Background: an optimization exercise with open tools, aiming at small area. Do not read the settings as production practice.
Only simulation tests tie the RTL to the original design; equivalence was not proved.
Power and IR drop assume default switching activity.

// as608_fe
module as608_fe (
    input  wire        clk,
    input  wire        rst,
    input  wire        bus_valid,
    input  wire        bus_we,
    input  wire [17:0] bus_addr,
    input  wire [1:0]  bus_size,      
    input  wire [31:0] bus_wdata,
    output reg  [31:0] bus_rdata,
    output reg         bus_err,
    input  wire        rx_valid,
    input  wire [7:0]  rx_data,
    output wire        tx_valid,
    output wire [7:0]  tx_data,
    input  wire        tick,
    input  wire        port_fault,
    output wire        irq
);
Settings: LEC_CHECK=0, CAP_MARGIN=20, CELL_PAD_IN_SITES_DETAIL_PLACEMENT=1, CELL_PAD_IN_SITES_GLOBAL_PLACEMENT=1, CORE_MARGIN=2, CORE_UTILIZATION=52, PLACE_DENSITY=0.62, SLEW_MARGIN=20; clock period 15.0 ns.
standard.sh (not shown) runs the stock make flow with config.mk's settings and CLKGATE_MAP_FILE= SYNTH_SCRIPT=/design/flow/synth_recipe.tcl, a recipe that flattens the netlist after the stock synthesis.
==> flow/flow/run.sh <==
#!/bin/bash
# Layout flow: ORFS synthesis with an area-oriented ABC mapping script, with
# the design's AND-OR-INVERT helper modules (as608_fe_aoi222/aoi22) kept as
# single library cells instead of being flattened into generic logic. The
# registers come out exactly as in the standard synthesis; only the
# combinational mapping differs. Then the standard layout steps, with CTS
# settings that avoid dummy loads and oversized clock buffers.
set -euo pipefail
W=$(pwd)
F=$W/flow

# synthesis script: the standard flow's own, with ORFS's synth.tcl patched
sed -e "s#^source \$::env(SCRIPTS_DIR)/synth_preamble.tcl#source \$::env(SCRIPTS_DIR)/synth_preamble.tcl\nset abc_args [lreplace \$abc_args 1 1 $F/area.abc]\nputs \"abc args: \$abc_args\"#" \
    -e "s#^hierarchy -check -top \$::env(DESIGN_NAME)#hierarchy -check -top \$::env(DESIGN_NAME)\nif {[catch {blackbox as608_fe_aoi222 as608_fe_aoi22} bbmsg]} { puts \"no cell helpers: \$bbmsg\" } else { puts \"blackboxed cell helpers\" }#" \
    -e "s#^  log_cmd abc {\*}\$abc_args#  log_cmd abc {*}\$abc_args\n  chtype -map as608_fe_aoi222 sky130_fd_sc_hd__a222oi_1 -map as608_fe_aoi22 sky130_fd_sc_hd__a22oi_1\n  catch {delete as608_fe_aoi222 as608_fe_aoi22}#" \
    "$FLOW_HOME/scripts/synth.tcl" > "$W/own_synth.tcl"
[ "$(grep -c 'lreplace\|blackboxed cell helpers\|chtype -map' "$W/own_synth.tcl")" = 3 ]
sed -e "s#^source \$::env(SCRIPTS_DIR)/synth.tcl#source $W/own_synth.tcl#" "$W/synth_recipe.tcl" > "$W/own_synth_recipe.tcl"
grep -q "own_synth.tcl" "$W/own_synth_recipe.tcl"

# the make command line of standard.sh, with our synthesis script
MK=$(grep '^make ' "$W/standard.sh")
SYNTH_MK=$(echo "$MK" | sed -e "s#SYNTH_SCRIPT=[^ ]*#SYNTH_SCRIPT=$W/own_synth_recipe.tcl#" -e 's#"\${@:-finish}"#synth#')
echo "$SYNTH_MK" > "$W/own_synth_cmd.txt"
bash -c "$SYNTH_MK" > "$W/own_synth.log" 2>&1

export CTS_ARGS="-sink_clustering_enable -repair_clock_nets -dont_use_dummy_load -buf_list sky130_fd_sc_hd__clkbuf_8 -sink_clustering_size 14 -sink_clustering_max_diameter 60"
export BUFFER_PORTS_ARGS="-buffer_cell sky130_fd_sc_hd__buf_1"
bash "$W/standard.sh" finish > "$W/own_layout.log" 2>&1
==> flow/flow/area.abc <==
strash
&get -n
&st
&syn4
&dch -f
&nf -a -R 1000 -p
&st
&syn4
&dch -f
&nf -a -R 1000 -p
&put
Change:
--- a/flow/flow/run.sh
+++ b/flow/flow/run.sh
@@ -26,3 +26,3 @@
 
-export CTS_ARGS="-sink_clustering_enable -repair_clock_nets -dont_use_dummy_load -buf_list sky130_fd_sc_hd__clkbuf_8 -sink_clustering_size 14 -sink_clustering_max_diameter 60"
+export CTS_ARGS="-sink_clustering_enable -repair_clock_nets -dont_use_dummy_load -buf_list sky130_fd_sc_hd__clkbuf_8 -sink_clustering_size 14 -sink_clustering_max_diameter 70"
 export BUFFER_PORTS_ARGS="-buffer_cell sky130_fd_sc_hd__buf_1"
==> flow/flow/area.abc (replaced) <==
strash
&get -n
&st
&dc2
&dch
&nf -a -R 1000 -p
&st
&dc2
&dch
&nf -a -R 1000 -p
&put
After rerunning: Count of clock-buffer cells in the layout falls by 8. First-iteration DRC count is higher by 3.9%. Total power rises by 4.4%. Area after synthesis stays flat. Via count rises by 1.5%. Flip-flop and latch count does not change. Global-route usage is higher by 0.43 points. Final area climbs by 0.46%. Setup slack got worse by 370 ps. Maximum frequency came out lower by 3.8%.

re-timing with driven ports:
No port has a modelled driver above. Below, the same layouts with a new extraction and two added sets of constraints.
Step 1 assumes that a clkbuf_16 drives the clock port and a buf_2 every other input.
Step 2 also shifts input and output timing later by t, the mid clock arrival at the registers, as if the neighbouring blocks saw the same clock.
Slacks: ideal / step 1 / step 2; pairs: ideal / step 1.
| run | shift t [ns] | slack for setup (ns) | worst hold slack (ns) | latest minus earliest clock arrival (ns) | worst data-port slew with drivers (ns) |
|---|---|---|---|---|---|
| the first run | 0.968 | 5.450 / 5.450 / 5.301 | 0.452 / 0.452 / 0.452 | 0.101 / 0.101 | 0.18 |
| the second run | 0.956 | 5.078 / 5.078 / 5.078 | 0.465 / 0.465 / 0.465 | 0.108 / 0.108 | 0.11 |
After both steps setup and hold are still met in every run listed. The setup slack of the first run, which loses most, moves by 0.000 ns with the drivers and by -0.149 ns with both steps.
